This is an optimization exercise on Yosys and OpenROAD, whose aim is small area, not a production implementation. In this exercise RTL edits were held to simulation tests only and were not proved equivalent to the original. The clock port is modelled as an ideal driver; clocking choices that lean on that would not hold on a real chip. No activity file was given, so power comes from the tool's default toggle rates.

==> flow/design.v (excerpt) <==
module pxc_decoder (
    input             clk,
    input             rst,
    input             start,
    input      [3:0]  op,
    input      [4:0]  fmt,
    input      [10:0] width,
    input      [10:0] height,
    input      [23:0] in_len,
    output            busy,
    output            done,
    output     [2:0]  sel_codec,
    output reg        sel_ov,
    output reg        sel_lr,
    output reg [1:0]  err,
    output reg [10:0] err_info,
    output reg        w_rsvd,
    output reg        w_dim,
    output reg        w_fmt,
    output reg        w_trunc,
    output reg        w_fallback,
    output reg [31:0] hdr,
    output            in_re,
    output     [21:0] in_addr,
    input      [31:0] in_rdata,
    output            pal_re,
    output     [7:0]  pal_raddr,
    input      [31:0] pal_rdata,
    output            pal_we,
    output     [7:0]  pal_waddr,
    output     [31:0] pal_wdata,
    output            out_we,
    output     [21:0] out_addr,
    output     [31:0] out_data
);
export LEC_CHECK = 0
export CAP_MARGIN = 20
export CORE_MARGIN = 2
export CORE_UTILIZATION = 40
export SLEW_MARGIN = 20
create_clock -name core_clock -period 10.0 [get_ports {clk}]
run.sh (not shown) runs the stock make flow with config.mk's settings and CLKGATE_MAP_FILE= SYNTH_SCRIPT=/design/flow/synth_recipe.tcl, a recipe that flattens the netlist after the stock synthesis.
Edit:
ABC_AREA = 1   (was unset)
Fmax drops by 2.6%.
Non-clock buffer count is lower by 17.
Setup slack got worse by 0.17 ns.
Clock skew barely changes.
Critical path depth rises by 2.
Total power shrinks by 15%.
Wire length barely changes.
Sequential share of layout area fell by 0.18 points.

---

Setup of build 29:
pxc_decoder, a different RTL version from the one above (not shown whole).
Size: roughly 160 flip-flops, ~310 I/O pins, roughly 12,000 sq um of cells after synthesis.
Design pxc_decoder, start of the top module:
module pxc_decoder (
    input             clk,
    input             rst,
    input             start,
    input      [3:0]  op,
    input      [4:0]  fmt,
    input      [10:0] width,
    input      [10:0] height,
    input      [23:0] in_len,
    output            busy,
    output            done,
    output     [2:0]  sel_codec,
    output reg        sel_ov,
    output reg        sel_lr,
    output reg [1:0]  err,
    output reg [10:0] err_info,
    output reg        w_rsvd,
    output reg        w_dim,
    output reg        w_fmt,
    output reg        w_trunc,
    output reg        w_fallback,
    output reg [31:0] hdr,
    output            in_re,
    output     [21:0] in_addr,
    input      [31:0] in_rdata,
    output            pal_re,
    output     [7:0]  pal_raddr,
    input      [31:0] pal_rdata,
    output            pal_we,
    output     [7:0]  pal_waddr,
    output     [31:0] pal_wdata,
    output            out_we,
    output     [21:0] out_addr,
    output     [31:0] out_data
);
    localparam [4:0]
        S_IDLE   = 5'd0,
        S_FIN    = 5'd1,
        S_CHK    = 5'd2,     
        S_CHK2   = 5'd3,     
        S_HDR    = 5'd4,     
        S_MUL    = 5'd5,     
        S_DEC1   = 5'd6,     
        S_RINIT  = 5'd7,
        S_RA2    = 5'd8,     
        S_RC2    = 5'd9,     
        S_RA3    = 5'd10,    
        S_RC3    = 5'd11,    
        S_RA4    = 5'd12,    
        S_RC4    = 5'd13,    
        S_POST   = 5'd14,
        S_PLINIT = 5'd15,
        S_PLCHK  = 5'd16,    
        S_PRD    = 5'd17,    
        S_PWR    = 5'd18,    
        S_DINIT  = 5'd19,
        S_DADD   = 5'd20,    
        S_PX     = 5'd21,    
        S_CLO    = 5'd22,    
  ...
clock: 10.0 ns
lec_check: 0
abc_area: 1
cap_margin: 20
core_margin: 2
core_utilization: 40
slew_margin: 20
standard.sh (not shown) runs the stock make flow with config.mk's settings and CLKGATE_MAP_FILE= SYNTH_SCRIPT=/design/flow/synth_recipe.tcl, a recipe that flattens the netlist after the stock synthesis.
==> flow/flow/run.sh <==
#!/bin/bash
# The standard layout (standard.sh: the standard synthesis and ORFS flow), with these
# changes to how the layout is built:
#  - global placement buffers every port with the smallest buffer, buf_1, instead of
#    the default choice; every input and output port still gets its own buffer;
#  - placement is not timing driven; the synthesis buffers are removed before it
#    (flow/pre_gpl.tcl), as timing-driven placement would do;
#  - clock tree synthesis builds the tree from clkbuf_8 in clusters of up to 24 sinks and adds no dummy loads;
# make's full output goes to make_finish.log here; each ORFS step keeps its own log
# under orfs/logs.
set -euo pipefail
here=$(pwd)
bash standard.sh \
  "BUFFER_PORTS_ARGS=-buffer_cell sky130_fd_sc_hd__buf_1" \
  "GPL_TIMING_DRIVEN=0" \
  "PRE_GLOBAL_PLACE_TCL=$here/flow/pre_gpl.tcl" \
  "CTS_ARGS=-sink_clustering_enable -repair_clock_nets -dont_use_dummy_load -buf_list sky130_fd_sc_hd__clkbuf_8 -sink_clustering_size 24 -sink_clustering_max_diameter 100" \
  finish > make_finish.log 2>&1
==> flow/flow/pre_gpl.tcl <==
# Before global placement: take out the buffers synthesis inserted (the standard flow
# does this only for timing-driven placement); ports are buffered right after this.
remove_buffers
[inputs] build 36 vs build 29
- ABC_AREA: 1 -> 0
==> flow/flow/run.sh <==
#!/bin/bash
# The standard layout (standard.sh: the standard synthesis and ORFS flow), with two
# changes to how the layout is built:
#  - global placement buffers every port with the smallest buffer, buf_1, instead of
#    the default choice; every input and output port still gets its own buffer;
#  - clock tree synthesis builds the tree from clkbuf_8 and adds no dummy loads.
# make's full output goes to make_finish.log here; each ORFS step keeps its own log
# under orfs/logs.
set -euo pipefail
bash standard.sh \
  "BUFFER_PORTS_ARGS=-buffer_cell sky130_fd_sc_hd__buf_1" \
  "CTS_ARGS=-sink_clustering_enable -repair_clock_nets -dont_use_dummy_load -buf_list sky130_fd_sc_hd__clkbuf_8" \
  finish > make_finish.log 2>&1
removed: flow/flow/pre_gpl.tcl
Findings:
The final reports for build 36 and build 29 show data arrival time of the critical path higher in the former.
[compare] base=build 29 new=build 36: total power shows a reduction of about 23%; maximum frequency shows a reduction of 1.3%.
Changes observed in build 36 relative to build 29: final area increased by about 2% relative to the old numbers; net switching component of the power decreased by 400 uW relative to the old numbers; setup fix buffers added after clock tree synthesis decreased by 3 relative to the old numbers.
Summary of build 36 over build 29: die span in y rose by 2.2 um, area taken by flip-flops and latches saw little to no change.
After detailed routing, build 29 needs less wire than build 36.
Antenna diode count in build 36 is 1 higher than in build 29
Here is what was changed in the inputs of build 38 compared with build 36.
- ABC_AREA now 1, was 0
Notes after the runs:
In the floorplan summary, build 38 is listed with a die area less than that of build 36.
In build 38, the met2 usage in global routing came out 0.61 points below the value in build 36.
Area after synthesis (lower): build 38
Critical-path maximum fanout, build 36 and build 38, higher one = build 36.

---

Setup of north:
pxc_decoder, a different RTL version from the one above (not shown whole).
Size: ~1400 cells after synthesis, about 160 flip-flops, about 0.011 mm2 of cells after synthesis.
Settings: LEC_CHECK=0, ABC_AREA=1, CAP_MARGIN=5, CORE_MARGIN=2, CORE_UTILIZATION=40, SLEW_MARGIN=5; clock period 10.0 ns.
==> flow/flow/run.sh <==
#!/bin/bash
# The standard layout (standard.sh: the standard synthesis and ORFS flow), with these
# changes to how the layout is built:
#  - global placement buffers every port with the smallest buffer, buf_1, instead of
#    the default choice; every input and output port still gets its own buffer;
#  - placement is not timing driven; the synthesis buffers are removed before it
#    (flow/pre_gpl.tcl), as timing-driven placement would do;
#  - clock tree synthesis builds the tree from clkbuf_8 and adds no dummy loads;
# make's full output goes to make_finish.log here; each ORFS step keeps its own log
# under orfs/logs.
set -euo pipefail
here=$(pwd)
bash standard.sh \
  "BUFFER_PORTS_ARGS=-buffer_cell sky130_fd_sc_hd__buf_1" \
  "GPL_TIMING_DRIVEN=0" \
  "PRE_GLOBAL_PLACE_TCL=$here/flow/pre_gpl.tcl" \
  "CTS_ARGS=-sink_clustering_enable -repair_clock_nets -dont_use_dummy_load -buf_list sky130_fd_sc_hd__clkbuf_8" \
  finish > make_finish.log 2>&1
==> flow/flow/pre_gpl.tcl <==
# Before global placement: take out the buffers synthesis inserted (the standard flow
# does this only for timing-driven placement); ports are buffered right after this.
remove_buffers
### north -> south
Settings: CORE_UTILIZATION changed from 40 to 75; SLEW_MARGIN changed from 5 to 20; CAP_MARGIN changed from 5 to 20.
Notes after the runs:
Compared with north, south shows a lower final worst hold slack.
When south is set beside north, its clock transition time at the flip-flop clock pins of the worst setup and hold paths turns out to be 0.02 ns smaller.
Area: south vs north -> south smaller
Core utilization: south higher than north
Going from north to south, footprint of the multi-input gates roughly the same, die area lower, routed wire length lower.
south ended up with codec[2] as its critical path startpoint; north ended up with codec[0].
In the reports for north and south, the smaller global-route track usage on met1 belongs to north.
Changes observed in south relative to north: depth of the most critical reg-to-reg path saw a decrease; final instance count without filler cells saw a decrease.

---

Setup of run 1:
pxc_decoder with an RTL version that a note above also has.
Size in the first run: about 1,500 cells after synthesis, about 160 flip-flops, about 310 I/O pins.
clock: 10.0 ns
lec_check: 0
abc_area: 1
cap_margin: 20
core_margin: 2
core_utilization: 40
slew_margin: 20
run.sh (not shown) runs the stock make flow with config.mk's settings and CLKGATE_MAP_FILE= SYNTH_SCRIPT=/design/flow/synth_recipe.tcl, a recipe that flattens the netlist after the stock synthesis.
Stock flow here: none of the scripts above is used.
Both conditions hold for run 1: the flow ran to the end and the final layout passed the timing, design-rule and antenna checks.
### run 1 -> run 2
==> flow/flow/run.sh (new file) <==
#!/bin/bash
# The standard layout (standard.sh: the standard synthesis and ORFS flow), with these
# changes to how the layout is built:
#  - global placement buffers every port with the smallest buffer, buf_1, instead of
#    the default choice; every input and output port still gets its own buffer;
#  - placement is not timing driven; the synthesis buffers are removed before it
#    (flow/pre_gpl.tcl), as timing-driven placement would do;
#  - clock tree synthesis builds the tree from clkbuf_8 and adds no dummy loads;
#  - after global routing, ORFS's power recovery downsizes gates on paths with slack.
# make's full output goes to make_finish.log here; each ORFS step keeps its own log
# under orfs/logs.
set -euo pipefail
here=$(pwd)
bash standard.sh \
  "BUFFER_PORTS_ARGS=-buffer_cell sky130_fd_sc_hd__buf_1" \
  "GPL_TIMING_DRIVEN=0" \
  "PRE_GLOBAL_PLACE_TCL=$here/flow/pre_gpl.tcl" \
  "CTS_ARGS=-sink_clustering_enable -repair_clock_nets -dont_use_dummy_load -buf_list sky130_fd_sc_hd__clkbuf_8" \
  "RECOVER_POWER=100" \
  finish > make_finish.log 2>&1
==> flow/flow/pre_gpl.tcl (new file) <==
# Before global placement: take out the buffers synthesis inserted (the standard flow
# does this only for timing-driven placement); ports are buffered right after this.
remove_buffers
==> flow/standard.sh (new file) <==
#!/bin/bash
# synth_recipe.tcl (not shown) runs the flow's synth.tcl, then flattens the netlist and writes it again
# the make line also repeats each setting of config.mk as NAME=value (left out here)
make -C /OpenROAD-flow-scripts/flow DESIGN_CONFIG=/design/flow/config.mk WORK_HOME=/design/flow/orfs CLKGATE_MAP_FILE= SYNTH_SCRIPT=/design/flow/synth_recipe.tcl "${@:-finish}"
removed: flow/run.sh
==> run notes <==
Run 2 -> stages 100% | layout checks FAIL | capacitance limit, slew limit. Comparing run 2 against run 1, there is no change at all in antenna cell count. On register cell area after layout, run 2 and run 1 are basically level. For cell area, dividing the value from run 2 by the value from run 1 gives 0.842. The hold slack number comes out higher for run 2 vs run 1. In run 2, non-clock buffer count is lower than in run 1. Any difference in multi-input logic cell count between run 1 and run 2 is small enough to ignore. [run 2] worst-case setup slack after placement fell 1300 ps relative to run 1. Going from run 1 to run 2, overall via count from detail_route fell by about 1.1%; sequential share of layout area rose 5.3 points; routability-driven placement congestion ratio moved down.
Edits applied to the flow inputs when going from run 2 to run 3:
diff --git a/flow/flow/run.sh b/flow/flow/run.sh
--- a/flow/flow/run.sh
+++ b/flow/flow/run.sh
@@ -7,5 +7,4 @@
 #    (flow/pre_gpl.tcl), as timing-driven placement would do;
 #  - clock tree synthesis builds the tree from clkbuf_8 and adds no dummy loads;
-#  - after global routing, ORFS's power recovery downsizes gates on paths with slack.
 # make's full output goes to make_finish.log here; each ORFS step keeps its own log
 # under orfs/logs.
@@ -17,4 +16,3 @@
   "PRE_GLOBAL_PLACE_TCL=$here/flow/pre_gpl.tcl" \
   "CTS_ARGS=-sink_clustering_enable -repair_clock_nets -dont_use_dummy_load -buf_list sky130_fd_sc_hd__clkbuf_8" \
-  "RECOVER_POWER=100" \
   finish > make_finish.log 2>&1
Findings:
Having completed the whole flow, run 3 delivered a layout that passed the timing, design-rule and antenna checks.
In the flow results for run 2 and run 3, the fraction of layout cells with a size suffix above 1 is smaller on run 2.
The fraction of power spent switching nets on run 2 is in line with that on run 3.
When run 3 is set beside run 2, its total power turns out to be about 0.4% larger.

---

pxc_decoder with an RTL version that a note above also has.
Size: roughly 1,400 cells after synthesis, about 310 I/O pins.
clock: 10.0 ns
lec_check: 0
abc_area: 1
cap_margin: 20
core_margin: 2
core_utilization: 60
slew_margin: 20
standard.sh (not shown) runs the stock make flow with config.mk's settings and CLKGATE_MAP_FILE= SYNTH_SCRIPT=/design/flow/synth_recipe.tcl, a recipe that flattens the netlist after the stock synthesis.
==> flow/flow/run.sh <==
#!/bin/bash
# The standard layout (standard.sh: the standard synthesis and ORFS flow), with these
# changes to how the layout is built:
#  - global placement buffers every port with the smallest buffer, buf_1, instead of
#    the default choice; every input and output port still gets its own buffer;
#  - placement is not timing driven; the synthesis buffers are removed before it
#    (flow/pre_gpl.tcl), as timing-driven placement would do;
#  - after clock tree synthesis, gates on paths with slack are downsized
#    (flow/post_cts.tcl);
#  - clock tree synthesis builds the tree from clkbuf_8 and adds no dummy loads;
# make's full output goes to make_finish.log here; each ORFS step keeps its own log
# under orfs/logs.
set -euo pipefail
here=$(pwd)
bash standard.sh \
  "BUFFER_PORTS_ARGS=-buffer_cell sky130_fd_sc_hd__buf_1" \
  "GPL_TIMING_DRIVEN=0" \
  "PRE_GLOBAL_PLACE_TCL=$here/flow/pre_gpl.tcl" \
  "POST_CTS_TCL=$here/flow/post_cts.tcl" \
  "CTS_ARGS=-sink_clustering_enable -repair_clock_nets -dont_use_dummy_load -buf_list sky130_fd_sc_hd__clkbuf_8" \
  finish > make_finish.log 2>&1
==> flow/flow/post_cts.tcl <==
# After clock tree synthesis: downsize gates on paths with setup slack (ORFS's power
# recovery), then fix any slew/capacitance it caused and legalize the placement.
# Global routing repairs design rules and timing again afterwards, as usual.
estimate_parasitics -placement
repair_timing -recover_power 100 -match_cell_footprint -verbose
repair_design -slew_margin 20 -cap_margin 20 -match_cell_footprint
detailed_placement
check_placement -verbose
==> flow/flow/pre_gpl.tcl <==
# Before global placement: take out the buffers synthesis inserted (the standard flow
# does this only for timing-driven placement); ports are buffered right after this.
remove_buffers
Next try:
--- a/flow/flow/run.sh
+++ b/flow/flow/run.sh
@@ -6,6 +6,4 @@
 #  - placement is not timing driven; the synthesis buffers are removed before it
 #    (flow/pre_gpl.tcl), as timing-driven placement would do;
-#  - after clock tree synthesis, gates on paths with slack are downsized
-#    (flow/post_cts.tcl);
 #  - clock tree synthesis builds the tree from clkbuf_8 and adds no dummy loads;
 # make's full output goes to make_finish.log here; each ORFS step keeps its own log
@@ -17,5 +15,4 @@
   "GPL_TIMING_DRIVEN=0" \
   "PRE_GLOBAL_PLACE_TCL=$here/flow/pre_gpl.tcl" \
-  "POST_CTS_TCL=$here/flow/post_cts.tcl" \
   "CTS_ARGS=-sink_clustering_enable -repair_clock_nets -dont_use_dummy_load -buf_list sky130_fd_sc_hd__clkbuf_8" \
   finish > make_finish.log 2>&1
- CORE_UTILIZATION: 60 -> 40
removed: flow/flow/post_cts.tcl
The new run passed the timing, design-rule and antenna checks.
Worst setup slack improved by 0.23 ns.
Wire length is higher by 7.5%.
Clock power hardly moves.
Global-route usage fell by 10 points.

-- static timing again, ports no longer ideal --
The flow's constraints put no driver on any port. The routed layouts listed below were extracted and timed again, unchanged, in two steps. Step 1, drivers: a clkbuf_16 drives clk and a buf_2 each remaining input, both assumed. Step 2 times the ports against the registers' clock, not the clock port: input delays grow and output delays shrink by t, the midpoint of the rising clock arrivals with the driver on. Three values: ideal, step 1, step 2; two values: the first two.
run	t (ns)	slack for setup (ns)	worst setup path after step 2	worst data-port slew with drivers (ns)
the first run of note 1	0.510	3.421 / 3.389 / 3.389	input to output	0.08
the second run of note 1	0.504	3.246 / 3.226 / 3.226	input to output	0.07
build 29	0.512	0.449 / 0.449 / 0.449	register to register	0.06
build 36	0.512	0.326 / 0.326 / 0.326	register to register	0.06
build 38	0.497	0.558 / 0.558 / 0.558	register to register	0.04
north	0.499	0.564 / 0.564 / 0.564	register to register	0.08
south	0.518	0.181 / 0.181 / 0.181	register to register	0.12
run 1	0.474	0.519 / 0.519 / 0.519	register to register	0.07
run 2	0.512	0.399 / 0.399 / 0.399	register to register	0.06
run 3	0.512	0.449 / 0.449 / 0.449	register to register	0.06
the first run of note 5	0.509	0.359 / 0.359 / 0.359	register to register	0.09
the second run of note 5	0.506	0.587 / 0.587 / 0.587	register to register	0.08
For the first run of note 1, which loses most, drivers alone change the setup slack by -0.032 ns; drivers and shift together by -0.032 ns.
